What follows belongs to an exercise in optimizing a design on an open flow for small area, a short achievable clock period and few clock cycles; a production flow would make more cautious choices.
The RTL was checked by simulation tests, not by an equivalence proof against the original design.
Power is estimated from default activity; no workload was simulated.

==> design/flow/design.v <==
module gsm7_c2s(cu, def_hit, sept);
  input [15:0] cu;
  wire [15:0] cu;
  output def_hit;
  wire def_hit;
  output [6:0] sept;
  wire [6:0] sept;
  wire _0_;
  wire _100_;
  wire _101_;
  wire _102_;
  wire _103_;
  wire _104_;
  wire _105_;
  wire _106_;
  wire _107_;
  wire _108_;
  wire _109_;
  wire _10_;
  wire _110_;
  wire _111_;
  wire _112_;
  wire _113_;
  wire _114_;
  wire _115_;
  wire _116_;
  wire _117_;
  wire _118_;
  wire _119_;
  wire _11_;
  wire _120_;
  wire _121_;
  wire _122_;
  wire _123_;
  wire _124_;
  wire _125_;
  wire _126_;
  wire _127_;
  wire _128_;
  wire _129_;
  wire _12_;
  wire _130_;
  wire _131_;
  wire _132_;
  wire _133_;
  wire _134_;
  wire _135_;
  wire _136_;
  wire _137_;
  wire _138_;
  wire _139_;
  wire _13_;
  wire _140_;
  wire _141_;
  wire _142_;
  wire _143_;
  wire _144_;
  wire _145_;
  wire _146_;
  wire _147_;
  wire _148_;
  wire _149_;
  wire _14_;
  wire _150_;
  wire _151_;
  wire _152_;
  wire _153_;
  wire _154_;
  wire _155_;
  wire _156_;
  wire _157_;
  wire _158_;
  wire _159_;
  wire _15_;
  wire _160_;
  wire _161_;
  wire _162_;
  wire _163_;
  wire _164_;
  wire _165_;
  wire _166_;
  wire _167_;
  wire _168_;
  wire _169_;
  wire _16_;
  wire _170_;
  wire _171_;
  wire _172_;
  wire _173_;
  wire _174_;
  wire _175_;
  wire _176_;
  wire _177_;
  wire _178_;
  wire _179_;
  wire _17_;
  wire _180_;
  wire _181_;
  wire _182_;
  wire _183_;
  wire _184_;
  wire _185_;
  wire _186_;
  wire _187_;
  wire _188_;
  wire _189_;
  wire _18_;
  wire _190_;
  wire _191_;
  wire _192_;
  wire _193_;
  wire _194_;
  wire _195_;
  wire _196_;
  wire _197_;
  wire _198_;
  wire _199_;
  wire _19_;
  wire _1_;
  wire _200_;
  wire _201_;
  wire _202_;
  wire _203_;
  wire _204_;
  wire _205_;
  wire _206_;
  wire _207_;
  wire _208_;
  wire _209_;
  wire _20_;
  wire _210_;
  wire _211_;
  wire _212_;
  wire _213_;
  wire _214_;
  wire _215_;
  wire _216_;
  wire _217_;
  wire _218_;
  wire _219_;
  wire _21_;
  wire _220_;
  wire _221_;
  wire _222_;
  wire _223_;
  wire _224_;
  wire _225_;
  wire _226_;
  wire _227_;
  wire _228_;
  wire _229_;
  wire _22_;
  wire _230_;
  wire _231_;
  wire _232_;
  wire _233_;
  wire _234_;
  wire _235_;
  wire _236_;
  wire _237_;
  wire _238_;
  wire _239_;
  wire _23_;
  wire _240_;
  wire _241_;
  wire _242_;
  wire _243_;
  wire _244_;
  wire _245_;
  wire _246_;
  wire _247_;
  wire _248_;
  wire _249_;
  wire _24_;
  wire _250_;
  wire _251_;
  wire _252_;
  wire _253_;
  wire _254_;
  wire _255_;
  wire _256_;
  wire _257_;
  wire _258_;
  wire _259_;
  wire _25_;
  wire _260_;
  wire _261_;
  wire _262_;
  wire _263_;
  wire _264_;
  wire _265_;
  wire _266_;
  wire _267_;
  wire _268_;
  wire _269_;
  wire _26_;
  wire _270_;
  wire _271_;
  wire _272_;
  wire _273_;
  wire _274_;
  wire _275_;
  wire _276_;
  wire _277_;
  wire _278_;
  wire _279_;
  wire _27_;
  wire _280_;
  wire _281_;
  wire _282_;
  wire _283_;
  wire _284_;
  wire _285_;
  wire _286_;
  wire _287_;
  wire _288_;
  wire _289_;
  wire _28_;
  wire _290_;
  wire _291_;
  wire _292_;
  wire _293_;
  wire _294_;
  wire _29_;
  wire _2_;
  wire _30_;
  wire _31_;
  wire _32_;
  wire _33_;
  wire _34_;
  wire _35_;
  wire _36_;
  wire _37_;
  wire _38_;
  wire _39_;
  wire _3_;
  wire _40_;
  wire _41_;
  wire _42_;
  wire _43_;
  wire _44_;
  wire _45_;
  wire _46_;
  wire _47_;
  wire _48_;
  wire _49_;
  wire _4_;
  wire _50_;
  wire _51_;
  wire _52_;
  wire _53_;
  wire _54_;
  wire _55_;
  wire _56_;
  wire _57_;
  wire _58_;
  wire _59_;
  wire _5_;
  wire _60_;
  wire _61_;
  wire _62_;
  wire _63_;
  wire _64_;
  wire _65_;
  wire _66_;
  wire _67_;
  wire _68_;
  wire _69_;
  wire _6_;
  wire _70_;
  wire _71_;
  wire _72_;
  wire _73_;
  wire _74_;
  wire _75_;
  wire _76_;
  wire _77_;
  wire _78_;
  wire _79_;
  wire _7_;
  wire _80_;
  wire _81_;
  wire _82_;
  wire _83_;
  wire _84_;
  wire _85_;
  wire _86_;
  wire _87_;
  wire _88_;
  wire _89_;
  wire _8_;
  wire _90_;
  wire _91_;
  wire _92_;
  wire _93_;
  wire _94_;
  wire _95_;
  wire _96_;
  wire _97_;
  wire _98_;
  wire _99_;
  wire _9_;
  wire [15:0] \u.cu ;
  wire \u.def_hit ;
  wire [7:0] \u.hi ;
  wire [7:0] \u.lo ;
  wire [6:0] \u.sept ;
  assign _270_ = 4'h1 >> { cu[6], cu[7] };
  assign _269_ = 4'h8 >> { cu[0], cu[4] };
  assign _268_ = 4'h8 >> { _269_, cu[3] };
  assign _267_ = 4'h8 >> { _268_, cu[1] };
  assign _266_ = 4'h8 >> { cu[1], cu[3] };
  assign _265_ = 4'h8 >> { _266_, _269_ };
  assign _264_ = 4'h1 >> { cu[1], cu[3] };
  assign _263_ = 4'h8 >> { cu[2], cu[4] };
  assign _262_ = 4'h1 >> { _263_, _264_ };
  assign _261_ = 4'h1 >> { cu[0], cu[4] };
  assign _260_ = 4'h4 >> { _261_, cu[2] };
  assign _259_ = 4'h1 >> { _260_, cu[3] };
  assign _258_ = 4'h1 >> { _259_, _262_ };
  assign _257_ = 4'h1 >> { _258_, cu[7] };
  assign _255_ = 4'h4 >> { _257_, _256_ };
  assign _254_ = 4'h1 >> { _256_, cu[7] };
  assign _253_ = 4'h4 >> { _254_, _258_ };
  assign _251_ = 4'h1 >> { _252_, _270_ };
  assign _250_ = 4'h2 >> { cu[6], cu[3] };
  assign _249_ = 4'h4 >> { _250_, cu[8] };
  assign _248_ = 4'h8 >> { cu[1], cu[2] };
  assign _247_ = 4'h1 >> { cu[1], cu[2] };
  assign _246_ = 4'h1 >> { _247_, _248_ };
  assign _245_ = 4'h4 >> { _246_, cu[7] };
  assign _244_ = 4'h4 >> { _245_, cu[5] };
  assign _243_ = 4'h1 >> { _244_, _249_ };
  assign _242_ = 4'h2 >> { _243_, _251_ };
  assign _241_ = 4'h2 >> { cu[1], cu[2] };
  assign _240_ = 4'h2 >> { cu[6], cu[0] };
  assign _239_ = 4'h1 >> { _240_, _241_ };
  assign _238_ = 4'h1 >> { cu[3], cu[4] };
  assign _237_ = 4'h8 >> { _256_, cu[2] };
  assign _236_ = 4'h8 >> { _248_, _268_ };
  assign _234_ = 4'h1 >> { _235_, _238_ };
  assign _233_ = 4'h1 >> { _234_, _239_ };
  assign _232_ = 4'h4 >> { _233_, cu[0] };
  assign _231_ = 4'h4 >> { _232_, cu[6] };
  assign _230_ = 4'h1 >> { cu[6], cu[0] };
  assign _229_ = 4'h8 >> { _230_, _233_ };
  assign _227_ = 4'h1 >> { _228_, _251_ };
  assign _226_ = 4'h1 >> { cu[7], cu[0] };
  assign _225_ = 4'h4 >> { _226_, cu[1] };
  assign _224_ = 4'h1 >> { cu[0], cu[1] };
  assign _223_ = 4'h4 >> { _224_, cu[7] };
  assign _222_ = 4'h8 >> { _262_, cu[7] };
  assign _221_ = 4'h1 >> { cu[0], cu[8] };
  assign _220_ = 4'h1 >> { _221_, cu[4] };
  assign _219_ = 4'h1 >> { _220_, _222_ };
  assign _217_ = 4'h4 >> { _219_, _218_ };
  assign _216_ = 4'h1 >> { _220_, _218_ };
  assign _215_ = 4'h4 >> { _216_, _222_ };
  assign _213_ = 4'h1 >> { _214_, _227_ };
  assign _212_ = 4'h2 >> { _213_, cu[5] };
  assign _211_ = 4'h1 >> { _212_, _242_ };
  assign _210_ = 4'h4 >> { _227_, cu[4] };
  assign _209_ = 4'h8 >> { cu[0], cu[5] };
  assign _208_ = 4'h8 >> { _209_, _248_ };
  assign _207_ = 4'h1 >> { cu[2], cu[5] };
  assign _206_ = 4'h4 >> { cu[0], cu[4] };
  assign _205_ = 4'h4 >> { _206_, _207_ };
  assign _204_ = 4'h4 >> { _205_, _208_ };
  assign _203_ = 4'h1 >> { _248_, cu[0] };
  assign _202_ = 4'h8 >> { _268_, cu[5] };
  assign _201_ = 4'h1 >> { _202_, _203_ };
  assign _200_ = 4'h8 >> { cu[6], cu[7] };
  assign _199_ = 4'h4 >> { _200_, _262_ };
  assign _198_ = 4'h1 >> { _199_, _201_ };
  assign _197_ = 4'h4 >> { _198_, _227_ };
  assign _196_ = 4'h1 >> { _197_, _204_ };
  assign _195_ = 4'h1 >> { _196_, cu[8] };
  assign sept[4] = 4'h1 >> { _195_, _210_ };
  assign _194_ = 4'h2 >> { cu[3], cu[8] };
  assign _193_ = 4'h8 >> { _194_, _209_ };
  assign _192_ = 4'h4 >> { cu[1], cu[8] };
  assign _191_ = 4'h4 >> { _192_, cu[4] };
  assign _190_ = 4'h8 >> { _191_, cu[2] };
  assign _189_ = 4'h2 >> { cu[1], cu[3] };
  assign _188_ = 4'h2 >> { _189_, cu[6] };
  assign _187_ = 4'h2 >> { cu[0], cu[4] };
  assign _186_ = 4'h8 >> { _187_, cu[3] };
  assign _185_ = 4'h1 >> { _186_, _188_ };
  assign _184_ = 4'h4 >> { _185_, _190_ };
  assign _183_ = 4'h4 >> { _184_, _193_ };
  assign _182_ = 4'h1 >> { _186_, _193_ };
  assign _181_ = 4'h4 >> { _182_, _188_ };
  assign _180_ = 4'h4 >> { _181_, _190_ };
  assign _178_ = 4'h2 >> { _179_, cu[7] };
  assign _177_ = 4'h1 >> { _211_, cu[7] };
  assign _176_ = 4'h4 >> { _189_, cu[5] };
  assign _175_ = 4'h1 >> { _176_, _227_ };
  assign _174_ = 4'h4 >> { _175_, _177_ };
  assign _173_ = 4'h2 >> { _174_, cu[3] };
  assign _172_ = 4'h1 >> { _173_, _178_ };
  assign _171_ = 4'h8 >> { _207_, _266_ };
  assign _170_ = 4'h8 >> { _189_, cu[7] };
  assign _169_ = 4'h1 >> { _170_, _260_ };
  assign _168_ = 4'h2 >> { _169_, cu[5] };
  assign _167_ = 4'h4 >> { _200_, cu[1] };
  assign _166_ = 4'h8 >> { _167_, cu[0] };
  assign _165_ = 4'h1 >> { _166_, _168_ };
  assign _164_ = 4'h4 >> { _165_, _171_ };
  assign _163_ = 4'h1 >> { _166_, _171_ };
  assign _162_ = 4'h4 >> { _163_, _168_ };
  assign _160_ = 4'h1 >> { _161_, _227_ };
  assign _159_ = 4'h4 >> { cu[6], cu[4] };
  assign _158_ = 4'h1 >> { _191_, _200_ };
  assign _157_ = 4'h1 >> { _158_, _159_ };
  assign _156_ = 4'h2 >> { _157_, _175_ };
  assign _155_ = 4'h2 >> { _156_, cu[2] };
  assign _154_ = 4'h2 >> { cu[6], cu[7] };
  assign _153_ = 4'h1 >> { _154_, _248_ };
  assign _152_ = 4'h2 >> { _153_, _221_ };
  assign _151_ = 4'h1 >> { _152_, _155_ };
  assign _150_ = 4'h4 >> { _151_, _160_ };
  assign _149_ = 4'h1 >> { _152_, _160_ };
  assign _148_ = 4'h4 >> { _149_, _155_ };
  assign _147_ = 4'h4 >> { _227_, cu[1] };
  assign _146_ = 4'h8 >> { _247_, _269_ };
  assign _145_ = 4'h8 >> { _207_, cu[7] };
  assign _144_ = 4'h1 >> { _145_, cu[5] };
  assign _143_ = 4'h8 >> { _144_, cu[7] };
  assign _142_ = 4'h1 >> { _143_, _146_ };
  assign _141_ = 4'h2 >> { _142_, cu[3] };
  assign _140_ = 4'h8 >> { _159_, cu[5] };
  assign _139_ = 4'h8 >> cu[6:5];
  assign _138_ = 4'h4 >> { _139_, cu[4] };
  assign _137_ = 4'h2 >> { cu[5], cu[8] };
  assign _135_ = 4'h1 >> { _137_, _136_ };
  assign _134_ = 4'h1 >> { _135_, cu[3] };
  assign _133_ = 4'h1 >> { _134_, cu[2] };
  assign _132_ = 4'h4 >> { _136_, cu[3] };
  assign _131_ = 4'h4 >> { _194_, cu[5] };
  assign _130_ = 4'h1 >> { _131_, cu[2] };
  assign _129_ = 4'h4 >> { _130_, _132_ };
  assign _128_ = 4'h8 >> { _206_, cu[5] };
  assign _127_ = 4'h4 >> { _209_, cu[4] };
  assign _126_ = 4'h2 >> { _167_, cu[2] };
  assign _124_ = 4'h4 >> { _126_, _125_ };
  assign _122_ = 4'h1 >> { _124_, _123_ };
  assign _121_ = 4'h1 >> { _122_, _141_ };
  assign _120_ = 4'h8 >> { _176_, cu[6] };
  assign _119_ = 4'h8 >> { _261_, cu[8] };
  assign _118_ = 4'h1 >> { _119_, _120_ };
  assign _117_ = 4'h8 >> { _118_, _251_ };
  assign _116_ = 4'h8 >> { _117_, _121_ };
  assign _115_ = 4'h2 >> { _119_, _121_ };
  assign _114_ = 4'h8 >> { _115_, _251_ };
  assign _113_ = 4'h4 >> { _114_, _120_ };
  assign _112_ = 4'h1 >> { _125_, _167_ };
  assign _111_ = 4'h2 >> { _112_, cu[2] };
  assign _110_ = 4'h4 >> { _238_, cu[2] };
  assign _109_ = 4'h8 >> { _110_, _139_ };
  assign _108_ = 4'h8 >> { _194_, _207_ };
  assign _107_ = 4'h1 >> { _108_, _119_ };
  assign _106_ = 4'h4 >> { _107_, _109_ };
  assign _105_ = 4'h4 >> { _106_, _120_ };
  assign _104_ = 4'h4 >> { _105_, _111_ };
  assign _103_ = 4'h8 >> { _104_, _251_ };
  assign _102_ = 4'h4 >> { _103_, _141_ };
  assign sept[1] = 4'h1 >> { _101_, _147_ };
  assign _100_ = 4'h2 >> { _192_, _238_ };
  assign _99_ = 4'h1 >> { _100_, _268_ };
  assign _98_ = 4'h4 >> { _248_, cu[7] };
  assign _97_ = 4'h1 >> { _98_, _99_ };
  assign _96_ = 4'h2 >> { _97_, _177_ };
  assign _95_ = 4'h8 >> { _139_, _264_ };
  assign _94_ = 4'h2 >> { _136_, cu[1] };
  assign _93_ = 4'h4 >> { _159_, cu[0] };
  assign _92_ = 4'h1 >> { _93_, _209_ };
  assign _91_ = 4'h2 >> { _92_, cu[2] };
  assign _90_ = 4'h1 >> { _145_, _250_ };
  assign _89_ = 4'h4 >> { _90_, _91_ };
  assign _88_ = 4'h1 >> { _89_, _94_ };
  assign _87_ = 4'h1 >> { _88_, _95_ };
  assign _86_ = 4'h4 >> { _87_, _96_ };
  assign _85_ = 4'h2 >> { _86_, _251_ };
  assign _84_ = 4'h8 >> { _97_, _251_ };
  assign _83_ = 4'h2 >> { _84_, cu[0] };
  assign _82_ = 4'h1 >> { _83_, _85_ };
  assign _81_ = 4'h8 >> { _139_, _245_ };
  assign _80_ = 4'h1 >> { _81_, _199_ };
  assign _79_ = 4'h1 >> { _80_, cu[0] };
  assign _78_ = 4'h1 >> { _208_, _252_ };
  assign _77_ = 4'h1 >> { _78_, _270_ };
  assign _76_ = 4'h4 >> { _247_, cu[3] };
  assign _75_ = 4'h4 >> { _264_, cu[2] };
  assign _73_ = 4'h1 >> { _74_, _250_ };
  assign _72_ = 4'h4 >> { cu[7], cu[8] };
  assign _71_ = 4'h4 >> { _72_, _73_ };
  assign _70_ = 4'h1 >> { _71_, _77_ };
  assign _69_ = 4'h4 >> { _70_, _79_ };
  assign _68_ = 4'h1 >> { _71_, _79_ };
  assign _67_ = 4'h4 >> { _68_, _77_ };
  assign _66_ = 4'h2 >> { _238_, cu[5] };
  assign _65_ = 4'h1 >> { _209_, _269_ };
  assign _64_ = 4'h1 >> { _65_, _66_ };
  assign _63_ = 4'h1 >> { _266_, cu[4] };
  assign _62_ = 4'h4 >> { _63_, _64_ };
  assign _61_ = 4'h2 >> { _62_, cu[5] };
  assign _60_ = 4'h1 >> { _186_, cu[5] };
  assign _59_ = 4'h8 >> { _187_, _241_ };
  assign _58_ = 4'h8 >> { _59_, _60_ };
  assign _57_ = 4'h1 >> { _60_, _246_ };
  assign _56_ = 4'h1 >> { _57_, _58_ };
  assign _55_ = 4'h2 >> { _59_, _60_ };
  assign _54_ = 4'h2 >> { _60_, _246_ };
  assign _53_ = 4'h1 >> { _54_, _55_ };
  assign _51_ = 4'h4 >> { _52_, _61_ };
  assign _50_ = 4'h4 >> { _64_, cu[2] };
  assign _49_ = 4'h8 >> { _50_, cu[1] };
  assign _48_ = 4'h4 >> { cu[1], cu[2] };
  assign _47_ = 4'h8 >> { _48_, _64_ };
  assign _45_ = 4'h1 >> { _46_, _51_ };
  assign _44_ = 4'h8 >> { _154_, cu[9] };
  assign _43_ = 4'h8 >> { _44_, cu[8] };
  assign _42_ = 4'h8 >> cu[9:8];
  assign _41_ = 4'h8 >> { _42_, _154_ };
  assign _39_ = 4'h4 >> { _40_, _45_ };
  assign _38_ = 4'h8 >> { _167_, _261_ };
  assign _37_ = 4'h1 >> { _233_, _270_ };
  assign _36_ = 4'h4 >> { _37_, _38_ };
  assign _35_ = 4'h1 >> { _38_, _270_ };
  assign _34_ = 4'h4 >> { _35_, _233_ };
  assign _33_ = 4'h8 >> { _189_, _205_ };
  assign _32_ = 4'h8 >> { _260_, _266_ };
  assign _31_ = 4'h1 >> { _32_, cu[5] };
  assign _30_ = 4'h4 >> { _31_, _33_ };
  assign _29_ = 4'h1 >> { _32_, _33_ };
  assign _28_ = 4'h4 >> { _29_, cu[5] };
  assign _27_ = 4'h1 >> { _33_, cu[5] };
  assign _26_ = 4'h4 >> { _27_, _32_ };
  assign _23_ = 4'h1 >> { _24_, _25_ };
  assign _22_ = 4'h4 >> { _144_, _234_ };
  assign _21_ = 4'h2 >> { cu[0], cu[1] };
  assign _20_ = 4'h4 >> { _21_, _207_ };
  assign _19_ = 4'h4 >> { _20_, _260_ };
  assign _18_ = 4'h1 >> { _19_, _146_ };
  assign _17_ = 4'h1 >> { _18_, cu[3] };
  assign _16_ = 4'h8 >> { _20_, _259_ };
  assign _15_ = 4'h4 >> { _146_, cu[3] };
  assign _14_ = 4'h1 >> { _15_, _16_ };
  assign _13_ = 4'h1 >> { _206_, cu[5] };
  assign _12_ = 4'h2 >> { _13_, _247_ };
  assign _11_ = 4'h8 >> { _12_, cu[3] };
  assign _10_ = 4'h8 >> { _247_, cu[3] };
  assign _9_ = 4'h4 >> { _10_, _13_ };
  assign _8_ = 4'h8 >> { _170_, _187_ };
  assign _6_ = 4'h1 >> { _8_, _7_ };
  assign _5_ = 4'h4 >> { _6_, _252_ };
  assign _3_ = 4'h8 >> { _5_, _4_ };
  assign _2_ = 4'h1 >> { _7_, _252_ };
  assign _1_ = 4'h2 >> { _8_, _4_ };
  assign _0_ = 4'h8 >> { _1_, _2_ };
  assign _293_ = 4'h4 >> { _294_, _22_ };
  assign _292_ = 4'h4 >> { _6_, _15_ };
  assign _291_ = 4'h4 >> { _292_, _16_ };
  assign _290_ = 4'h1 >> { _22_, _252_ };
  assign _289_ = 4'h8 >> { _290_, _291_ };
  assign _287_ = 4'h2 >> { _288_, cu[6] };
  assign _286_ = 4'h1 >> { _287_, _23_ };
  assign _285_ = 4'h1 >> cu[9:8];
  assign _284_ = 4'h4 >> { _285_, _286_ };
  assign _283_ = 4'h1 >> { _284_, _39_ };
  assign _282_ = 4'h1 >> cu[11:10];
  assign _281_ = 4'h1 >> { cu[15], cu[12] };
  assign _280_ = 4'h8 >> { _281_, _282_ };
  assign _279_ = 4'h4 >> { _280_, cu[13] };
  assign _278_ = 4'h4 >> { _279_, cu[14] };
  assign _277_ = 4'h1 >> cu[13:12];
  assign _276_ = 4'h1 >> cu[15:14];
  assign _275_ = 4'h8 >> { _276_, _277_ };
  assign _274_ = 4'h8 >> { _275_, _282_ };
  assign def_hit = 4'h4 >> { _273_, _283_ };
  assign _256_ = 4'he >> { _267_, _265_ };
  assign _252_ = 4'he >> { _255_, _253_ };
  assign _235_ = 4'he >> { _237_, _236_ };
  assign _228_ = 4'he >> { _231_, _229_ };
  assign _218_ = 4'he >> { _225_, _223_ };
  assign _214_ = 4'he >> { _217_, _215_ };
  assign _179_ = 4'he >> { _183_, _180_ };
  assign _161_ = 4'he >> { _164_, _162_ };
  assign _272_ = 4'he >> { _150_, _148_ };
  assign _136_ = 4'he >> { _140_, _138_ };
  assign _123_ = 4'he >> { _133_, _129_ };
  assign _125_ = 4'he >> { _128_, _127_ };
  assign _101_ = 8'hfe >> { _116_, _113_, _102_ };
  assign _74_ = 4'he >> { _76_, _75_ };
  assign _271_ = 4'he >> { _69_, _67_ };
  assign _52_ = 4'hb >> { _56_, _53_ };
  assign _46_ = 4'he >> { _49_, _47_ };
  assign _40_ = 4'he >> { _43_, _41_ };
  assign _25_ = 4'he >> { _36_, _34_ };
  assign _24_ = 8'hfe >> { _30_, _28_, _26_ };
  assign _4_ = 4'hb >> { _17_, _14_ };
  assign _7_ = 4'he >> { _11_, _9_ };
  assign _294_ = 4'he >> { _3_, _0_ };
  assign _288_ = 4'he >> { _293_, _289_ };
  assign _273_ = 4'he >> { _278_, _274_ };
  assign sept[5] = 2'h1 >> _211_;
  assign sept[3] = 2'h1 >> _172_;
  assign sept[2] = 2'h1 >> _272_;
  assign sept[0] = 2'h1 >> _82_;
  assign sept[6] = 2'h1 >> _271_;
  assign \u.lo  = cu[7:0];
  assign \u.hi  = cu[15:8];
  assign \u.sept  = sept;
  assign \u.def_hit  = def_hit;
  assign \u.cu  = cu;
endmodule
module gsm7_s2c(esc, sept, lo, g, e, esc_ok);
  input esc;
  wire esc;
  input [6:0] sept;
  wire [6:0] sept;
  output [7:0] lo;
  wire [7:0] lo;
  output g;
  wire g;
  output e;
  wire e;
  output esc_ok;
  wire esc_ok;
  wire _0_;
  wire _100_;
  wire _101_;
  wire _102_;
  wire _103_;
  wire _104_;
  wire _105_;
  wire _106_;
  wire _107_;
  wire _108_;
  wire _109_;
  wire _10_;
  wire _110_;
  wire _111_;
  wire _112_;
  wire _113_;
  wire _114_;
  wire _115_;
  wire _116_;
  wire _117_;
  wire _118_;
  wire _119_;
  wire _11_;
  wire _120_;
  wire _121_;
  wire _122_;
  wire _123_;
  wire _124_;
  wire _125_;
  wire _126_;
  wire _127_;
  wire _128_;
  wire _129_;
  wire _12_;
  wire _130_;
  wire _131_;
  wire _132_;
  wire _133_;
  wire _134_;
  wire _135_;
  wire _136_;
  wire _137_;
  wire _138_;
  wire _139_;
  wire _13_;
  wire _140_;
  wire _141_;
  wire _142_;
  wire _143_;
  wire _144_;
  wire _145_;
  wire _146_;
  wire _147_;
  wire _148_;
  wire _149_;
  wire _14_;
  wire _150_;
  wire _151_;
  wire _152_;
  wire _153_;
  wire _154_;
  wire _155_;
  wire _156_;
  wire _157_;
  wire _158_;
  wire _159_;
  wire _15_;
  wire _160_;
  wire _161_;
  wire _162_;
  wire _163_;
  wire _164_;
  wire _165_;
  wire _166_;
  wire _167_;
  wire _168_;
  wire _169_;
  wire _16_;
  wire _170_;
  wire _171_;
  wire _172_;
  wire _173_;
  wire _174_;
  wire _175_;
  wire _176_;
  wire _177_;
  wire _178_;
  wire _179_;
  wire _17_;
  wire _180_;
  wire _181_;
  wire _182_;
  wire _183_;
  wire _184_;
  wire _185_;
  wire _186_;
  wire _187_;
  wire _188_;
  wire _189_;
  wire _18_;
  wire _190_;
  wire _191_;
  wire _192_;
  wire _193_;
  wire _194_;
  wire _195_;
  wire _196_;
  wire _197_;
  wire _198_;
  wire _199_;
  wire _19_;
  wire _1_;
  wire _200_;
  wire _201_;
  wire _202_;
  wire _203_;
  wire _204_;
  wire _205_;
  wire _206_;
  wire _207_;
  wire _208_;
  wire _209_;
  wire _20_;
  wire _210_;
  wire _211_;
  wire _212_;
  wire _213_;
  wire _214_;
  wire _215_;
  wire _216_;
  wire _217_;
  wire _218_;
  wire _219_;
  wire _21_;
  wire _220_;
  wire _221_;
  wire _222_;
  wire _223_;
  wire _224_;
  wire _225_;
  wire _226_;
  wire _227_;
  wire _228_;
  wire _229_;
  wire _22_;
  wire _230_;
  wire _231_;
  wire _232_;
  wire _233_;
  wire _234_;
  wire _235_;
  wire _236_;
  wire _237_;
  wire _238_;
  wire _239_;
  wire _23_;
  wire _240_;
  wire _241_;
  wire _242_;
  wire _243_;
  wire _244_;
  wire _245_;
  wire _246_;
  wire _247_;
  wire _248_;
  wire _249_;
  wire _24_;
  wire _250_;
  wire _251_;
  wire _252_;
  wire _253_;
  wire _254_;
  wire _255_;
  wire _256_;
  wire _257_;
  wire _258_;
  wire _25_;
  wire _26_;
  wire _27_;
  wire _28_;
  wire _29_;
  wire _2_;
  wire _30_;
  wire _31_;
  wire _32_;
  wire _33_;
  wire _34_;
  wire _35_;
  wire _36_;
  wire _37_;
  wire _38_;
  wire _39_;
  wire _3_;
  wire _40_;
  wire _41_;
  wire _42_;
  wire _43_;
  wire _44_;
  wire _45_;
  wire _46_;
  wire _47_;
  wire _48_;
  wire _49_;
  wire _4_;
  wire _50_;
  wire _51_;
  wire _52_;
  wire _53_;
  wire _54_;
  wire _55_;
  wire _56_;
  wire _57_;
  wire _58_;
  wire _59_;
  wire _5_;
  wire _60_;
  wire _61_;
  wire _62_;
  wire _63_;
  wire _64_;
  wire _65_;
  wire _66_;
  wire _67_;
  wire _68_;
  wire _69_;
  wire _6_;
  wire _70_;
  wire _71_;
  wire _72_;
  wire _73_;
  wire _74_;
  wire _75_;
  wire _76_;
  wire _77_;
  wire _78_;
  wire _79_;
  wire _7_;
  wire _80_;
  wire _81_;
  wire _82_;
  wire _83_;
  wire _84_;
  wire _85_;
  wire _86_;
  wire _87_;
  wire _88_;
  wire _89_;
  wire _8_;
  wire _90_;
  wire _91_;
  wire _92_;
  wire _93_;
  wire _94_;
  wire _95_;
  wire _96_;
  wire _97_;
  wire _98_;
  wire _99_;
  wire _9_;
  wire [15:0] cu;
  wire [15:0] \u.cu ;
  wire \u.esc ;
  wire \u.esc_ok ;
  wire [6:0] \u.sept ;
  wire [15:0] \u.x ;
  assign _239_ = 4'h4 >> { sept[0], sept[2] };
  assign _238_ = 4'h1 >> { sept[3], sept[4] };
  assign _237_ = 4'h2 >> { sept[1], sept[6] };
  assign _236_ = 4'h8 >> { _237_, _238_ };
  assign _235_ = 4'h2 >> { esc, sept[2] };
  assign _234_ = 4'h2 >> { _235_, _236_ };
  assign _233_ = 4'h4 >> { _234_, _239_ };
  assign _232_ = 4'h1 >> { _235_, _239_ };
  assign _231_ = 4'h8 >> { _232_, _236_ };
  assign _230_ = 4'h1 >> { sept[1], sept[4] };
  assign _229_ = 4'h1 >> { _230_, sept[3] };
  assign _228_ = 4'h2 >> { _229_, esc };
  assign _227_ = 4'h2 >> { sept[0], sept[2] };
  assign _226_ = 4'h4 >> { _227_, sept[1] };
  assign _225_ = 4'h1 >> { sept[0], sept[1] };
  assign _224_ = 4'h8 >> { _225_, sept[2] };
  assign _222_ = 4'h8 >> { _223_, _238_ };
  assign _221_ = 4'h2 >> { _222_, sept[5] };
  assign _220_ = 4'h4 >> { _221_, _228_ };
  assign _219_ = 4'h2 >> { _228_, sept[5] };
  assign _218_ = 4'h4 >> { _219_, _222_ };
  assign _216_ = 4'h1 >> { _217_, sept[6] };
  assign _214_ = 4'h1 >> { _216_, _215_ };
  assign _213_ = 4'h2 >> { sept[2], sept[4] };
  assign _212_ = 4'h2 >> { sept[1], sept[3] };
  assign _211_ = 4'h2 >> { _212_, sept[0] };
  assign _210_ = 4'h2 >> { _211_, _213_ };
  assign _209_ = 4'h1 >> { _235_, sept[1] };
  assign _208_ = 4'h2 >> { sept[3], sept[4] };
  assign _207_ = 4'h4 >> { _208_, _209_ };
  assign _206_ = 4'h1 >> { _207_, _210_ };
  assign g = 4'h1 >> { _206_, _214_ };
  assign _205_ = 4'h8 >> { _213_, sept[1] };
  assign _204_ = 4'h4 >> { sept[1], sept[2] };
  assign _203_ = 4'h8 >> { _204_, sept[4] };
  assign _202_ = 4'h8 >> { _238_, sept[0] };
  assign _201_ = 4'h2 >> { sept[0], sept[4] };
  assign _200_ = 4'h1 >> { sept[2], sept[6] };
  assign _199_ = 4'h4 >> { _200_, sept[3] };
  assign _198_ = 4'h4 >> { _199_, _201_ };
  assign _197_ = 4'h1 >> { sept[2], sept[3] };
  assign _196_ = 4'h1 >> { _201_, sept[6] };
  assign _195_ = 4'h8 >> { _196_, _197_ };
  assign _193_ = 4'h1 >> { _194_, esc };
  assign _192_ = 4'h1 >> { _193_, _202_ };
  assign _190_ = 4'h4 >> { _192_, _191_ };
  assign _189_ = 4'h8 >> { sept[3], sept[4] };
  assign _188_ = 4'h8 >> { _189_, sept[6] };
  assign _187_ = 4'h4 >> { _188_, _210_ };
  assign _186_ = 4'h2 >> { _187_, _214_ };
  assign _185_ = 4'h8 >> { sept[0], sept[4] };
  assign _184_ = 4'h2 >> { _185_, sept[3] };
  assign _183_ = 4'h1 >> { _184_, _212_ };
  assign _182_ = 4'h1 >> { _183_, _210_ };
  assign _181_ = 4'h4 >> { sept[0], sept[1] };
  assign _180_ = 4'h4 >> { sept[2], sept[4] };
  assign _179_ = 4'h8 >> { _180_, _181_ };
  assign _178_ = 4'h4 >> { _204_, sept[0] };
  assign _177_ = 4'h1 >> { _178_, _179_ };
  assign _176_ = 4'h4 >> { _181_, sept[4] };
  assign _175_ = 4'h1 >> { _176_, _204_ };
  assign _174_ = 4'h1 >> { _175_, _239_ };
  assign _172_ = 4'h8 >> { _173_, _182_ };
  assign _171_ = 4'h1 >> { _172_, _186_ };
  assign lo[7] = 4'h4 >> { _171_, _190_ };
  assign _170_ = 4'h8 >> { _192_, _230_ };
  assign _169_ = 4'h4 >> { esc, sept[0] };
  assign _168_ = 4'h8 >> { sept[1], sept[6] };
  assign _167_ = 4'h1 >> { _168_, _213_ };
  assign _166_ = 4'h1 >> { _167_, sept[5] };
  assign _165_ = 4'h2 >> { _166_, sept[3] };
  assign _164_ = 4'h1 >> { _165_, _169_ };
  assign _163_ = 4'h4 >> { _180_, sept[5] };
  assign _162_ = 4'h8 >> { sept[1], sept[3] };
  assign _161_ = 4'h2 >> { _162_, _163_ };
  assign _160_ = 4'h8 >> { _181_, _213_ };
  assign _159_ = 4'h1 >> { _160_, _161_ };
  assign _158_ = 4'h1 >> { _159_, sept[3] };
  assign _157_ = 4'h4 >> { _181_, sept[6] };
  assign _156_ = 4'h1 >> { sept[1], sept[6] };
  assign _155_ = 4'h8 >> { _156_, sept[0] };
  assign _154_ = 4'h1 >> { sept[0], sept[5] };
  assign _153_ = 4'h2 >> { _154_, sept[2] };
  assign _151_ = 4'h4 >> { _153_, _152_ };
  assign _150_ = 4'h4 >> { _189_, _200_ };
  assign _149_ = 4'h4 >> { _150_, _151_ };
  assign _148_ = 4'h1 >> { _149_, _158_ };
  assign _147_ = 4'h8 >> { _148_, _164_ };
  assign _146_ = 4'h2 >> { _149_, _164_ };
  assign _145_ = 4'h4 >> { _146_, _158_ };
  assign _143_ = 4'h4 >> { _144_, _186_ };
  assign _142_ = 4'h4 >> { _143_, _170_ };
  assign _141_ = 4'h1 >> { _171_, sept[6] };
  assign lo[6] = 4'h1 >> { _141_, _142_ };
  assign _140_ = 4'h1 >> { _168_, _230_ };
  assign _139_ = 4'h8 >> { _140_, sept[2] };
  assign _138_ = 4'h4 >> { _139_, _163_ };
  assign _137_ = 4'h2 >> { _163_, sept[2] };
  assign _136_ = 4'h8 >> { _137_, _140_ };
  assign _135_ = 4'h4 >> { esc, sept[2] };
  assign _134_ = 4'h2 >> { sept[0], sept[1] };
  assign _133_ = 4'h1 >> { _197_, _239_ };
  assign _132_ = 4'h2 >> { sept[0], sept[3] };
  assign _131_ = 4'h1 >> { _132_, sept[2] };
  assign _129_ = 4'h1 >> { _130_, _134_ };
  assign _128_ = 4'h1 >> { _129_, _135_ };
  assign _126_ = 4'h1 >> { _128_, _127_ };
  assign _125_ = 4'h1 >> { _126_, _202_ };
  assign _124_ = 4'h2 >> { _125_, _171_ };
  assign _123_ = 4'h8 >> { _171_, esc };
  assign _122_ = 4'h2 >> { _123_, sept[5] };
  assign _121_ = 4'h1 >> { _156_, sept[3] };
  assign _120_ = 4'h1 >> { _121_, _152_ };
  assign _119_ = 4'h1 >> { _120_, _239_ };
  assign _118_ = 4'h8 >> { _119_, _171_ };
  assign _117_ = 4'h2 >> { _120_, _171_ };
  assign _116_ = 4'h4 >> { _117_, _239_ };
  assign _114_ = 4'h1 >> { _115_, _122_ };
  assign _113_ = 4'h4 >> { _114_, _124_ };
  assign _112_ = 4'h1 >> { _115_, _124_ };
  assign _111_ = 4'h1 >> { _119_, _202_ };
  assign _110_ = 4'h4 >> { _111_, _126_ };
  assign _109_ = 4'h2 >> { _110_, _171_ };
  assign _107_ = 4'h1 >> { _108_, _122_ };
  assign _106_ = 4'h2 >> { _180_, sept[5] };
  assign _105_ = 4'h1 >> { esc, sept[3] };
  assign _104_ = 4'h8 >> { _134_, _180_ };
  assign _103_ = 4'h2 >> { _104_, _105_ };
  assign _102_ = 4'h1 >> { _103_, _181_ };
  assign _101_ = 4'h1 >> { _102_, _106_ };
  assign _100_ = 4'h2 >> { _101_, _171_ };
  assign _99_ = 4'h2 >> { _115_, sept[4] };
  assign _98_ = 4'h1 >> { _99_, _100_ };
  assign _97_ = 4'h8 >> { _143_, sept[6] };
  assign _96_ = 4'h1 >> { _230_, _237_ };
  assign _95_ = 4'h1 >> { _96_, _97_ };
  assign _94_ = 4'h4 >> { _171_, _197_ };
  assign _93_ = 4'h4 >> { _94_, _95_ };
  assign _92_ = 4'h1 >> { _191_, _223_ };
  assign _91_ = 4'h2 >> { _92_, _140_ };
  assign _90_ = 4'h1 >> { _185_, sept[5] };
  assign _89_ = 4'h2 >> { _90_, _197_ };
  assign _88_ = 4'h1 >> { _89_, _91_ };
  assign _87_ = 4'h2 >> { _180_, _184_ };
  assign _86_ = 4'h2 >> { _87_, _88_ };
  assign _85_ = 4'h1 >> { sept[1], sept[3] };
  assign _84_ = 4'h1 >> { _85_, _162_ };
  assign _83_ = 4'h1 >> { _84_, _86_ };
  assign _82_ = 4'h2 >> { _83_, _159_ };
  assign _81_ = 4'h4 >> { _82_, esc };
  assign _80_ = 4'h4 >> { _159_, esc };
  assign _79_ = 4'h4 >> { _80_, _83_ };
  assign _77_ = 4'h8 >> { _78_, _93_ };
  assign lo[4] = 4'h1 >> { _77_, _98_ };
  assign _76_ = 4'h4 >> { _127_, _212_ };
  assign _75_ = 4'h4 >> { _76_, _134_ };
  assign _74_ = 4'h1 >> { _134_, _212_ };
  assign _73_ = 4'h8 >> { _74_, _127_ };
  assign _71_ = 4'h1 >> { _72_, _186_ };
  assign _70_ = 4'h8 >> { _71_, _78_ };
  assign _69_ = 4'h4 >> { _186_, sept[3] };
  assign lo[3] = 4'h1 >> { _69_, _70_ };
  assign _68_ = 4'h1 >> { _97_, _186_ };
  assign _67_ = 4'h2 >> { _68_, sept[2] };
  assign _66_ = 4'h1 >> { _204_, sept[4] };
  assign _65_ = 4'h4 >> { _66_, _225_ };
  assign _64_ = 4'h1 >> { _225_, sept[4] };
  assign _63_ = 4'h4 >> { _64_, _204_ };
  assign _62_ = 4'h4 >> { _201_, _209_ };
  assign _61_ = 4'h2 >> { esc, sept[1] };
  assign _60_ = 4'h1 >> { _61_, sept[3] };
  assign _59_ = 4'h1 >> { _60_, _238_ };
  assign _58_ = 4'h2 >> { esc, sept[4] };
  assign _57_ = 4'h1 >> { _58_, sept[3] };
  assign _56_ = 4'h1 >> { _57_, _85_ };
  assign _54_ = 4'h4 >> { _55_, _62_ };
  assign _52_ = 4'h4 >> { _54_, _53_ };
  assign _51_ = 4'h1 >> { _204_, _225_ };
  assign _50_ = 4'h2 >> { _51_, sept[3] };
  assign _49_ = 4'h2 >> { _60_, sept[4] };
  assign _48_ = 4'h1 >> { _49_, _50_ };
  assign _47_ = 4'h1 >> { _48_, _62_ };
  assign _46_ = 4'h2 >> { _227_, sept[1] };
  assign _45_ = 4'h8 >> { sept[0], sept[1] };
  assign _44_ = 4'h1 >> { _45_, _204_ };
  assign _43_ = 4'h1 >> { _213_, sept[5] };
  assign _42_ = 4'h8 >> { _43_, _105_ };
  assign _40_ = 4'h8 >> { _42_, _41_ };
  assign _39_ = 4'h8 >> { _41_, _105_ };
  assign _38_ = 4'h4 >> { _105_, _204_ };
  assign _37_ = 4'h4 >> { _38_, _45_ };
  assign _35_ = 4'h8 >> { _36_, _43_ };
  assign _32_ = 4'h1 >> { _33_, _34_ };
  assign _31_ = 4'h1 >> { _32_, _149_ };
  assign _30_ = 4'h1 >> { _31_, _186_ };
  assign _29_ = 4'h1 >> { _30_, _67_ };
  assign _28_ = 4'h2 >> { _68_, sept[1] };
  assign _27_ = 4'h4 >> { _149_, sept[6] };
  assign _26_ = 4'h2 >> { esc, sept[0] };
  assign _25_ = 4'h8 >> { _26_, _230_ };
  assign _24_ = 4'h4 >> { _181_, esc };
  assign _23_ = 4'h4 >> { _24_, sept[4] };
  assign _22_ = 4'h4 >> { _176_, esc };
  assign _20_ = 4'h1 >> { _21_, _132_ };
  assign _19_ = 4'h1 >> { _20_, sept[2] };
  assign _18_ = 4'h2 >> { _19_, _88_ };
  assign _17_ = 4'h4 >> { _18_, _27_ };
  assign _16_ = 4'h1 >> { _17_, _186_ };
  assign _15_ = 4'h1 >> { _16_, _28_ };
  assign _14_ = 4'h2 >> { _93_, sept[0] };
  assign _13_ = 4'h4 >> { _97_, _181_ };
  assign _12_ = 4'h4 >> { _213_, sept[1] };
  assign _11_ = 4'h1 >> { _12_, esc };
  assign _10_ = 4'h2 >> { _11_, _132_ };
  assign _9_ = 4'h1 >> { _213_, esc };
  assign _8_ = 4'h2 >> { _61_, _132_ };
  assign _7_ = 4'h4 >> { _8_, _9_ };
  assign _6_ = 4'h1 >> { _84_, esc };
  assign _5_ = 4'h8 >> { _6_, _139_ };
  assign _4_ = 4'h8 >> { _140_, _235_ };
  assign _3_ = 4'h4 >> { _4_, _84_ };
  assign _1_ = 4'h1 >> { _2_, _104_ };
  assign _258_ = 4'h4 >> { _1_, _0_ };
  assign _257_ = 4'h1 >> { _0_, _104_ };
  assign _256_ = 4'h4 >> { _257_, _2_ };
  assign _254_ = 4'h2 >> { _255_, _171_ };
  assign _253_ = 4'h1 >> { _254_, _13_ };
  assign _252_ = 4'h4 >> { _253_, _14_ };
  assign e = 4'h8 >> { _215_, sept[0] };
  assign _251_ = 4'h1 >> { _72_, _106_ };
  assign _250_ = 4'h1 >> { _251_, sept[6] };
  assign _249_ = 4'h1 >> { _250_, _236_ };
  assign _248_ = 4'h4 >> { _182_, _204_ };
  assign _240_ = 4'h1 >> { _154_, _179_ };
  assign _241_ = 4'h1 >> { _240_, _163_ };
  assign _242_ = 4'h4 >> { _154_, _163_ };
  assign _243_ = 4'h8 >> { _137_, _176_ };
  assign _244_ = 4'h1 >> { _243_, _242_ };
  assign _246_ = 4'h4 >> { _245_, _248_ };
  assign esc_ok = 4'h1 >> { _246_, _249_ };
  assign _215_ = 4'he >> { _233_, _231_ };
  assign _223_ = 4'he >> { _226_, _224_ };
  assign _217_ = 4'he >> { _220_, _218_ };
  assign _191_ = 4'he >> { _205_, _203_ };
  assign _194_ = 4'he >> { _198_, _195_ };
  assign _173_ = 4'hb >> { _177_, _174_ };
  assign _152_ = 4'he >> { _157_, _155_ };
  assign _144_ = 4'he >> { _147_, _145_ };
  assign _127_ = 4'he >> { _138_, _136_ };
  assign _130_ = 4'hb >> { _133_, _131_ };
  assign _115_ = 4'he >> { _118_, _116_ };
  assign _108_ = 4'hb >> { _112_, _109_ };
  assign _247_ = 4'he >> { _113_, _107_ };
  assign _78_ = 4'he >> { _81_, _79_ };
  assign _72_ = 4'he >> { _75_, _73_ };
  assign _53_ = 4'he >> { _65_, _63_ };
  assign _55_ = 4'he >> { _59_, _56_ };
  assign _34_ = 4'he >> { _52_, _47_ };
  assign _41_ = 4'hb >> { _46_, _44_ };
  assign _36_ = 4'he >> { _39_, _37_ };
  assign _33_ = 4'he >> { _40_, _35_ };
  assign _21_ = 8'hfe >> { _25_, _23_, _22_ };
  assign _0_ = 4'he >> { _10_, _7_ };
  assign _2_ = 4'he >> { _5_, _3_ };
  assign _255_ = 4'he >> { _258_, _256_ };
  assign _245_ = 4'hb >> { _241_, _244_ };
  assign lo[5] = 2'h1 >> _247_;
  assign lo[2] = 2'h1 >> _29_;
  assign lo[1] = 2'h1 >> _15_;
  assign lo[0] = 2'h1 >> _252_;
  assign { \u.x [15:14], \u.x [12:9] } = { 5'h00, \u.x [8] };
  assign \u.esc_ok  = esc_ok;
  assign \u.cu  = { 2'h0, e, 3'h0, g, g, lo };
  assign \u.sept  = sept;
  assign \u.esc  = esc;
  assign cu = { 2'h0, e, 3'h0, g, g, lo };
endmodule
module gsm7_codec (
    input  wire        clk,
    input  wire        rst,
    input  wire        cmd_valid,
    output wire        cmd_ready,
    input  wire        cmd_dec,       
    input  wire [2:0]  cmd_pad,       
    input  wire [8:0]  cmd_len,       
    input  wire        in_valid,
    output wire        in_ready,
    input  wire [15:0] in_data,
    output reg         out_valid,
    output wire [15:0] out_data,
    output reg         done,
    output wire        done_err,
    output wire [8:0]  done_pos,
    output wire        done_escp
);
    localparam [6:0] ESC_MARK = 7'h1B;
    reg         busy;        
    reg         fresh;       
    reg         dec;         
    reg         cmd_rdy;
    reg         in_rdy;
    reg         fin;         
    reg  [8:0]  cnt;         
    reg         zw;          
    reg  [15:0] w;           
    reg         v0, v1;      
    reg         wesc;        
    reg         half;        
    reg  [2:0]  n;           
    reg  [6:0]  acc;         
    reg         esc;
    reg         err;
    reg  [8:0]  pos;         
    reg  [7:0]  out_lo;      
    reg         out_g;       
    reg         out_e;       
    assign cmd_ready = cmd_rdy;
    assign in_ready  = in_rdy;
    assign done_err  = err;
    assign done_pos  = pos;
    assign done_escp = esc;
    assign out_data  = {2'b00, out_e, 3'b000, out_g, out_g, out_lo};
    wire cmd_acc = cmd_valid & cmd_rdy;
    wire in_acc  = in_valid & in_rdy;
    wire        c_def;
    wire [6:0]  c_sept;
    gsm7_c2s u_c2s (.cu(w), .def_hit(c_def), .sept(c_sept));
    wire        e_tok  = busy && !dec && v0;             
    wire        e_two  = e_tok && wesc && !half;          
    wire        e_cons = e_tok && !e_two;                 
    wire [6:0]  e_sept = !e_tok ? 7'd0 : e_two ? ESC_MARK : c_sept;
    wire [14:0] e_comb = {8'd0, acc} | ({8'd0, e_sept} << n);
    wire        e_emit = e_tok && (n != 3'd0);            
    wire        e_lastt = e_cons && (cnt == 9'd0);        
    wire        e_left = (n != 3'd1);
    wire        e_done = fin || (e_lastt && !(e_emit && e_left));
    wire        e_out  = fin ? (n != 3'd0) : (e_emit || e_lastt);
    wire [7:0]  il = in_data[7:0];
    wire        in_esc = ((in_data[15:8] == 8'h00) &&
                          (il == 8'h5B || il == 8'h5C || il == 8'h5D || il == 8'h5E ||
                           il == 8'h7B || il == 8'h7C || il == 8'h7D || il == 8'h7E)) ||
                         (in_data == 16'h20AC);
    wire [15:0] d_win  = w >> n;
    wire [6:0]  d_sept = d_win[6:0];
    wire        d_ext  = busy && dec && (cnt != 9'd0) && v0 && (n <= 3'd1 || v1);
    wire        d_shift = d_ext && (n != 3'd0);           
    wire        d_mark = (d_sept == ESC_MARK);
    wire [7:0]  d_lo;
    wire        d_g, d_e, d_eok;
    gsm7_s2c u_s2c (.esc(esc), .sept(d_sept), .lo(d_lo), .g(d_g), .e(d_e), .esc_ok(d_eok));
    wire        d_bad  = d_ext && !d_mark && esc && !d_eok;
    wire        d_out  = d_ext && !d_mark;
    wire        d_lastt = d_ext && (cnt == 9'd1);
    wire        d_done = d_lastt || (zw && in_acc) || (fin && dec);
    wire        a0 = d_shift ? v1 : v0;
    wire        a1 = d_shift ? 1'b0 : v1;
    wire        to1 = in_acc && a0;                       
    wire        fin_done = dec ? d_done : e_done;
    wire        busy_n = cmd_acc || (busy && !fin_done);
    wire [8:0]  cnt_n  = cmd_acc ? cmd_len :
                         (!dec && in_acc) || d_ext ? cnt - 9'd1 : cnt;
    wire [2:0]  n_n    = cmd_acc ? cmd_pad :
                         (e_tok || d_ext) ? n - 3'd1 : n;
    wire        dec_n  = cmd_acc ? cmd_dec : dec;
    wire        v0_n   = !cmd_acc && (dec ? (a0 || in_acc) : ((v0 && !e_cons) || in_acc));
    wire        v1_n   = !cmd_acc && dec && (a1 || to1);
    wire        c_ge1 = (cnt != 9'd0);
    wire        c_ge2 = (cnt[8:1] != 8'd0);
    wire        c_ge3 = (cnt[8:2] != 7'd0) || (cnt[1:0] == 2'd3);
    wire        c_ge4 = (cnt[8:2] != 7'd0);
    wire        nz_n  = d_ext ? c_ge2 : c_ge1;
    wire        ge3_n = d_ext ? c_ge4 : c_ge3;
    wire        eq2_n = d_ext ? (c_ge3 && !c_ge4) : (c_ge2 && !c_ge3);
    wire        eq1_n = d_ext ? (c_ge2 && !c_ge3) : (c_ge1 && !c_ge2);
    wire [2:0]  p_n   = d_ext ? n - 3'd1 : n;
    wire        dn_need = !a0 ? nz_n :
                          ge3_n || (eq2_n && (!a1 || p_n > 3'd2)) || (eq1_n && !a1 && p_n >= 3'd2);
    wire        dn_rdy  = busy && !d_lastt && !fin && (zw || dn_need) && (!(a0 && a1) || p_n != 3'd0);
    wire        da_need = ge3_n || (eq2_n && (!a0 || p_n > 3'd2)) || (eq1_n && !a0 && p_n >= 3'd2);
    wire        da_rdy  = !zw && da_need && (!a0 || p_n != 3'd0);
    wire        en_rdy  = busy && c_ge1;
    wire        ea_rdy  = (cnt != 9'd1) && !in_esc;
    wire        new_rdy = (cmd_len != 9'd0) || (cmd_dec && cmd_pad != 3'd0);
    wire        zw_n    = cmd_acc ? (cmd_dec && cmd_len == 9'd0 && cmd_pad != 3'd0) :
                          (zw && !in_acc);
    wire        fin_n   = cmd_acc ? (cmd_len == 9'd0 && !(cmd_dec && cmd_pad != 3'd0)) :
                          (e_lastt && e_emit && e_left);
    wire        end_n   = fin_n ||
                          (!cmd_acc && dec && !d_lastt && !fin && eq1_n &&
                           (in_acc ? (a0 || p_n <= 3'd1) : (a0 && (a1 || p_n <= 3'd1))));
    wire        rdy_n   = cmd_acc ? new_rdy :
                          in_acc  ? (dec ? da_rdy : ea_rdy) :
                                    (dec ? dn_rdy : en_rdy);
    always @(posedge clk) begin
        if (rst) begin
            busy      <= 1'b0;
            cmd_rdy   <= 1'b0;
            in_rdy    <= 1'b0;
            fin       <= 1'b0;
            v0        <= 1'b0;
            v1        <= 1'b0;
            out_valid <= 1'b0;
            done      <= 1'b0;
        end else begin
            busy      <= busy_n;
            cmd_rdy   <= !busy_n || end_n;
            in_rdy    <= rdy_n;
            v0        <= busy_n && v0_n;
            v1        <= busy_n && v1_n;
            fin       <= fin_n;
            out_valid <= dec ? d_out : e_out;
            done      <= busy && fin_done;
        end
    end
    always @(posedge clk) begin
        dec  <= dec_n;
        cnt  <= cnt_n;
        n    <= n_n;
        zw   <= zw_n;
        half <= e_two;
        fresh <= cmd_acc;
        if (in_acc) wesc <= in_esc;
        if (in_acc) begin
            if (!dec || !to1) w[7:0] <= in_data[7:0];
            if (!dec)         w[15:8] <= in_data[15:8];
            else if (to1)     w[15:8] <= in_data[7:0];
        end else if (d_shift) begin
            w[7:0] <= w[15:8];
        end
        if (in_acc && dec && !to1 && d_shift) w[7:0] <= in_data[7:0];
        if (in_acc && dec && to1 && d_shift) w[7:0] <= w[15:8];
        if (cmd_acc)
            acc <= 7'd0;
        else if (e_tok)
            acc <= (n != 3'd0) ? e_comb[14:8] : e_comb[6:0];
        out_lo <= dec ? d_lo : e_comb[7:0];
        out_g  <= dec && d_g;
        out_e  <= dec && d_e;
        if (fresh) begin
            esc <= 1'b0;
            err <= 1'b0;
            pos <= 9'h1FF;
        end else begin
            if (d_ext) esc <= d_mark;
            if ((e_cons && !(c_def || wesc)) || d_bad) err <= 1'b1;
            if (((e_tok && !half) || d_ext) && !err)
                pos <= pos + 9'd1;
        end
    end
endmodule
==> design/flow/flow/run.sh <==
#!/bin/bash
# Own flow: the standard flow, with the port buffers made from the
# smallest buffer cell instead of the default choice.
set -euo pipefail
# the standard synthesis, unchanged
bash standard.sh synth > synth.log 2>&1
# the rest of the standard flow
bash standard.sh 'BUFFER_PORTS_ARGS=-buffer_cell sky130_fd_sc_hd__buf_1' finish > layout.log 2>&1
==> design/flow/standard.sh <==
#!/bin/bash
# synth_recipe.tcl (not shown) runs the flow's synth.tcl, then flattens the netlist and writes it again
# the make line also repeats each setting of config.mk as NAME=value (left out here)
make -C /OpenROAD-flow-scripts/flow DESIGN_CONFIG=/design/flow/config.mk WORK_HOME=/design/flow/orfs CLKGATE_MAP_FILE= SYNTH_SCRIPT=/design/flow/synth_recipe.tcl "${@:-finish}"
==> design/flow/config.mk <==
export PLATFORM = sky130hd
export DESIGN_NAME = gsm7_codec
export DESIGN_NICKNAME = gsm7_codec
export VERILOG_FILES = /design/flow/design.v
export SDC_FILE = /design/flow/constraint.sdc
export NUM_CORES = 4
export LEC_CHECK = 0
export ABC_AREA = 1
export ABC_CLOCK_PERIOD_IN_PS = 3000
export CAP_MARGIN = 20
export CORE_MARGIN = 5
export CORE_UTILIZATION = 25
export CTS_BUF_LIST = sky130_fd_sc_hd__clkbuf_4 sky130_fd_sc_hd__clkbuf_8
export CTS_CLUSTER_SIZE = 30
export GPL_ROUTABILITY_DRIVEN = 0
export SETUP_SLACK_MARGIN = 5
export SLEW_MARGIN = 20
==> design/flow/constraint.sdc <==
create_clock -name core_clock -period 8.0 [get_ports {clk}]
set_input_delay 1.6000 -clock core_clock [delete_from_list [all_inputs] [get_ports {clk}]]
set_output_delay 1.6000 -clock core_clock [all_outputs]
set_load 0.01 [all_outputs]
==> flow_summary.toml, run 1 <==
[floorplan]
dieWidth_microns = 162
start_util = 0.255
coreArea_sq_mm = 0.0227
die_area_sq_mm = 0.0263
rows = 55
fp.dieH_microns = 162
io-pin-count = 64

[clocking]
clock_path_buffers = 2
clkLatencyLatePin_ns = 0.36
cts_buffers = 9
cts.reportedPaths.clkPinSlew_ns = 0.07
htreeDepth = 3
cts_tree = "done"
holdBufCountCts = 0
clock_sinks = 69
clock-root-buffer = "clkbuf_8"

[flow_run]
maxCapViolations = 0

[power]
internal_power_mw = 0.618
p_sw_frac = 0.359
share_comb_of_total_power = 0.309
p_leak_nw = 2.87
power.total_mw = 0.964
seqPwrFrac = 0.420
power_frac_clock = 0.271
p_switching_mw = 0.346
peakVddDrop_v = 0.0000877
power.density_mw_per_mm2 = 143

[outcome]
status = "no timing/DRC/antenna violations"

[synth]
yosys.area.top_type_share = 0.166
postSynthCellCount = 910
yosys_most_used_dff = "dfxtp_1"
synth_edf_count = 30
ys_ff_latch = 69
avgSynthCellArea_sq_um = 6.37
synthArstFlopShare = 0
synth_top_area_cell = "nand2_1"
yosysWarnings = 1
ys_seq_area_frac = 0.290
syn_area_sq_mm = 0.00579
synth_area_leaders = "nand2_1 (17%), edfxtp_1 (16%), dfxtp_1 (13%), o21ai_0 (6.1%), nand3_1 (6.0%)"
yosysUniqueCellTypes = 60

[grt]
grt_pass1_wl_microns = 28800
grt_pass1_vias = 5856
grt_max_degree = 27
grt-ovfl-total = 0
groute.usage.overall = 0.132
antenna_found_initial = 0

[detailed_routing]
drc = 0
drtAntennaViolNets = 0
vias = 6451
via_per_inst = 5.06
drt_iter0_markers = 661
first_pass_iters = 7
wl_per_cell_microns = 14.2
wirelength_microns = 18100

[worst_setup_path]
required_ns = 8.26
startpoint = "n[0]"
worstPathMaxFanout = 11
arrival_ns = 3.11
r2r_cells = 19
end_kind = "register"
path_class = "register to register"
reg2reg_from = "n[0]"
cp-start-kind = "register"

[sta]
maxSlewViolCount = 0
max-slew-margin-rel = 0.526
min_period_over_period = 0.356
tns_ns = 0
fmax_mhz = 351
finalHoldViolCount = 0
skew_ns = 0.0117
setup_viol = 0
rsz0062_at_grt = "yes"
fin_crit_ns = 2.85
tightest_slew_ns = 0.706

[cells_and_area]
drive_above_1_share = 0.130
fin_area_sq_mm = 0.00674
area_growth_pct = 16.4
final_cell_mix = "nand2_1 (252), inv_1 (83), nor2_1 (80)"
n_antenna_cell = 0
fin_nets = 1033
layout_commonest_cell = "nand2_1"

[worst_hold_path]
min_from = "pos[8]"
hp-class = "register to register"
whs_path_depth = 1

[placement]
place_hpwl_microns = 13200
io_buffers = 58
postPlaceCellArea_sq_mm = 0.00614
-- per-stage QoR --
step           utilization  worst slack, ns  cells  hold WS (ns)
2_1_floorplan            -             5.07    914         0.480
4_1_cts              0.283             4.97   1243         0.475
5_1_grt              0.297             4.90   1276         0.506
3_5_place_dp         0.271             4.33   1216         0.465
3_3_place_gp         0.271             4.51   1216         0.452
6_report             0.297             5.15   1276         0.468
-- area by class of cell --
| class | count | area, sq um |
|---|---|---|
| Multi-Input combinational cell | 696 | 3550 |
| Clock buffer | 13 | 160 |
| Sequential cell | 69 | 1680 |
| Clock inverter | 3 | 13.8 |
| Timing Repair Buffer | 102 | 549 |
| Timing Repair inverter | 1 | 7.51 |
| Tap cell | 285 | 357 |
| Inverter | 107 | 423 |
| Fill cell | 2588 | 16000 |
-- cells in the mapped netlist (all sizes together) (2+ instances only) --
master,n
a211oi,3
a21oi,52
a221oi,2
a22oi,3
a31oi,12
a32oi,2
buf,30
clkbuf,12
clkinv,3
dfxtp,39
edfxtp,30
ha,14
inv,104
nand2,263
nand3,72
nand4,10
nor2,92
nor3,16
nor4,3
o2111ai,3
o211ai,10
o21ai,97
o22ai,5
o31ai,3
o32ai,2
or2,7
xnor2,2
xor2,5
-- worst max-delay path: stages, from the launching register on --
cell      delay [ns]
edfxtp_1        0.50
buf_2           0.21
nand2_1         0.05
o21ai_0         0.12
or2_1           0.25
nand3_1         0.12
nand2_4         0.13
buf_4           0.16
nor2_1          0.21
nand3_1         0.10
nand3_1         0.09
nand2_1         0.10
nand3_4         0.13
nand2_4         0.08
nor2_1          0.15
nand2_1         0.07
nand2_1         0.06
nand2_1         0.06
o21ai_1         0.08
inv_1           0.05
-- state kept, by name, indices dropped and copies added, names as in the netlist, 3 cells and up --
name    cells
acc         7
cnt         9
n           3
out_lo      8
pos         9
w          16
-- worst paths after layout --
| path | to | slack [ns] |
|---|---|---|
| setup reg to reg | out_lo[0] | 5.15 |
| hold reg to reg | pos[8] | 0.47 |
| setup / recovery | out_lo[0] | 5.15 |
| hold / removal | pos[8] | 0.47 |
-- cells by family after synthesis --
group,count (synthesis),share of synthesized area
AND/OR/NAND/NOR,467,0.349
flip-flops,69,0.290
AO/OA/AOI/OAI,202,0.205
multiplexers,1,0.00194
XOR/XNOR,7,0.0106
buffers and inverters,149,0.112
other,1,0.000647
adder cells (fa/ha/maj),14,0.0302
-- layer usage --
metal / up-vias / wire [microns] / GRT usage
met5: - / 0 / 0
met4: 0 / 597 / 0.0573
met3: 54 / 1030 / 0.0167
met2: 269 / 8340 / 0.217
met1: 2945 / 8110 / 0.173
li1: 3183 / - / -
-- power groups by stage --
stage,clock (mW),sequential [mW],combinational (mW)
2_1_floorplan,0,0.410,0.205
3_3_place_gp,0,0.422,0.260
3_5_place_dp,0,0.422,0.258
4_1_cts,0.271,0.407,0.272
5_1_grt,0.282,0.408,0.330
6_report,0.261,0.405,0.298
-- what timing repair did --
item | in CTS | in global routing
pin swaps | 1 | 5
cloned | 0 | 1
gates resized for setup | 5 | 23
setup endpoints to repair | 54 | 44
buffers inserted | 11 | 32
endpoints found under the hold margin | 0 | 0
Testbench counts, summed over its fixed seeds: cycles 15,854.
==> run 2: changes to the inputs <==
--- a/design/flow/config.mk
+++ b/design/flow/config.mk
@@ -12,6 +12,5 @@
 export CORE_UTILIZATION = 25
 export CTS_BUF_LIST = sky130_fd_sc_hd__clkbuf_4 sky130_fd_sc_hd__clkbuf_8
 export CTS_CLUSTER_SIZE = 30
-export GPL_ROUTABILITY_DRIVEN = 0
 export SETUP_SLACK_MARGIN = 5
 export SLEW_MARGIN = 20
==> flow_summary.toml, run 2 <==
[worst_setup_path]
cp-start-kind = "primary input"
crit_slowest_cell = "mux2_2"
end_kind = "register"
max_stage_delay_ns = 0.34
path_class = "primary input to register"
worstPathMaxFanout = 15
required_ns = 8.11
arrival_ns = 2.92
path_cells = "buf_1 -> nand2_2 -> nor2_1 -> inv_1 -> o31ai_1 -> buf_4 -> mux2_2"

[synth]
yosys.area.top_type_share = 0.166
synthArstFlopShare = 0
syn_area_sq_mm = 0.00579
synth_common_cells = "nand2_1 (256), inv_1 (85), nor2_1 (82), o21ai_0 (71), nand3_1 (70)"
yosysWarnings = 1
yosysUniqueCellTypes = 60
ys_ff_latch = 69
yosys_most_used_dff = "dfxtp_1"
synth_edf_count = 30
avgSynthCellArea_sq_um = 6.37
postSynthCellCount = 910
synth_area_leaders = "nand2_1 (17%), edfxtp_1 (16%), dfxtp_1 (13%), o21ai_0 (6.1%), nand3_1 (6.0%)"
yosysMostFrequentCell = "nand2_1"
synth_top_area_cell = "nand2_1"
ys_seq_area_frac = 0.290

[detailed_routing]
vias = 6399
wirelength_microns = 18100
via_per_inst = 5.03
wl_per_cell_microns = 14.2
drt_iter0_markers = 594
drtAntennaViolNets = 0
first_pass_iters = 6
drc = 0

[floorplan]
rows = 55
start_util = 0.255
io-pin-count = 64
fp.dieH_microns = 162
dieWidth_microns = 162
die_area_sq_mm = 0.0263
coreArea_sq_mm = 0.0227

[cells_and_area]
n_antenna_cell = 0
layout_commonest_cell = "nand2_1"
area_growth_pct = 15.1
top_register = "w"
top_regs = "w: 16 flops, cnt: 9 flops, pos: 9 flops"
fin_area_sq_mm = 0.00667
largest_reg_flops = 16
fillCellCount = 2539
fin_nets = 1028
drive_above_1_share = 0.123
final_cell_mix = "nand2_1 (253), inv_1 (83), nor2_1 (80)"

[sta]
rsz0062_at_grt = "yes"
min_period_over_period = 0.352
max-slew-margin-rel = 0.530
finalHoldViolCount = 0
skew_ns = 0.00947
maxSlewViolCount = 0
fin_crit_ns = 2.81
fmax_mhz = 356
setup_viol = 0
tns_ns = 0
tightest_slew_ns = 0.700

[clocking]
clock_sinks = 69
clkLatencyLatePin_ns = 0.36
clock-root-buffer = "clkbuf_8"
clock_path_buffers = 2
htreeDepth = 3
holdBufCountCts = 0
cts_buffers = 9
cts.reportedPaths.clkPinSlew_ns = 0.07
cts_tree = "done"

[grt]
grt-ovfl-total = 0
antenna_found_initial = 0
groute.usage.overall = 0.134
grt_pass1_wl_microns = 29200
grt_max_degree = 27
grt_pass1_vias = 5816

[power]
peakVddDrop_v = 0.0000945
p_leak_nw = 2.84
power.density_mw_per_mm2 = 143
power.total_mw = 0.952

[placement]
postPlaceCellArea_sq_mm = 0.00614
place_hpwl_microns = 13300
io_buffers = 58
gp_congestion = 0.952

[flow_run]
maxCapViolations = 0

[worst_hold_path]
hp-class = "register to register"

[outcome]
status = "no timing/DRC/antenna violations"
-- run 2: cell counts after synthesis --
No cell type changed its count.
-- run 2: layout make-up --
cell class,count,area [sq um],area share
clock buffer,13,154,0.0231
clock inverter,3,12.5,0.00188
inverter,107,419,0.0629
multi-input combinational,697,3530,0.529
sequential,69,1680,0.252
tap,285,357,0.0535
timing repair buffer,96,505,0.0758
timing repair inverter,1,7.51,0.00113
-- run 2: stage by stage --
stage / std cells / setup WS [ns] / utilization / hold WS (ns)
after CTS: 1239 / 4.87 / 0.281 / 0.474
after global placement: 1216 / 4.48 / 0.271 / 0.453
after detailed placement: 1216 / 4.32 / 0.271 / 0.463
after floorplan: 914 / 5.07 / - / 0.480
final: 1271 / 5.19 / 0.294 / 0.472
after global routing: 1271 / 4.89 / 0.294 / 0.504
-- run 2: routing by layer --
metal  global-route usage  routed length, microns  vias to the layer above
li1                     -                       -                     3170
met1                0.180                    7830                     2893
met2                0.222                    8570                      295
met3               0.0173                    1210                       41
met4               0.0454                     464                        0
met5                    0                       0                        -
-- run 2: logic make-up (layout without fill, tap and decap cells) --
logic type | after synthesis | in the layout | synth area share
simple gates | 467 | 468 | 0.349
compound gates | 202 | 202 | 0.205
buf+inv | 149 | 220 | 0.112
flops | 69 | 69 | 0.290
fa+ha+maj | 14 | 14 | 0.0302
xor+xnor | 7 | 7 | 0.0106
other cells | 1 | 5 | 0.000647
mux | 1 | 1 | 0.00194
-- run 2: final timing paths --
kind,cells past startpoint,slack [ns],end,startpoint
min reg2reg,1,0.47,pos[8],pos[8]
min,1,0.47,pos[8],pos[8]
max reg2reg,18,5.19,in_rdy,n[1]
max,7,5.19,w[6],in_valid
-- run 2: critical path, delay by kind of cell --
kind	cells	cell delay, ns
muxes	1	0.34
AOI/OAI and AO/OA	1	0.24
buffers and inverters	3	0.40
and+or+nand+nor	2	0.33
-- run 2: power breakdown --
group          switching (mW)  total [mW]  leakage [nW]  internal (mW)
clock network           0.127       0.251        0.0902          0.124
registers              0.0147       0.405         0.597          0.390
logic                   0.199       0.296          2.16         0.0962
total                   0.341       0.952          2.84          0.610
-- run 2: repair_timing --
item | in CTS | in global routing
gates resized for setup | 6 | 19
buffers inserted | 7 | 30
pin swaps | 1 | 2
gates cloned | 0 | 2
setup endpoints to repair | 54 | 37

## what the ideal ports hide
How much do the figures lean on ideal ports? The routed layouts below were timed once more, with nothing changed but the port constraints.
Step 1 sets driving cells, clkbuf_16 on the clock port and buf_2 on the other inputs (assumed; they add their load-dependent delay and slew).
Step 2 times the ports against the registers' clock, not the clock port: input delays grow and output delays shrink by t, the midpoint of the rising clock arrivals with the driver on.
Three values: ideal ports, drivers, drivers and shift; two values: the first two.
run | shift t [ns] | setup WS [ns] | slew at the worst register clock pin (ns)
run 1 | 0.393 | 5.151 / 5.151 / 4.832 | 0.07 / 0.07
run 2 | 0.388 | 5.187 / 5.192 / 4.808 | 0.07 / 0.07
After both steps setup and hold are still met in every run listed. For run 2, which loses most, drivers alone change the setup slack by +0.005 ns; drivers and shift together by -0.379 ns.
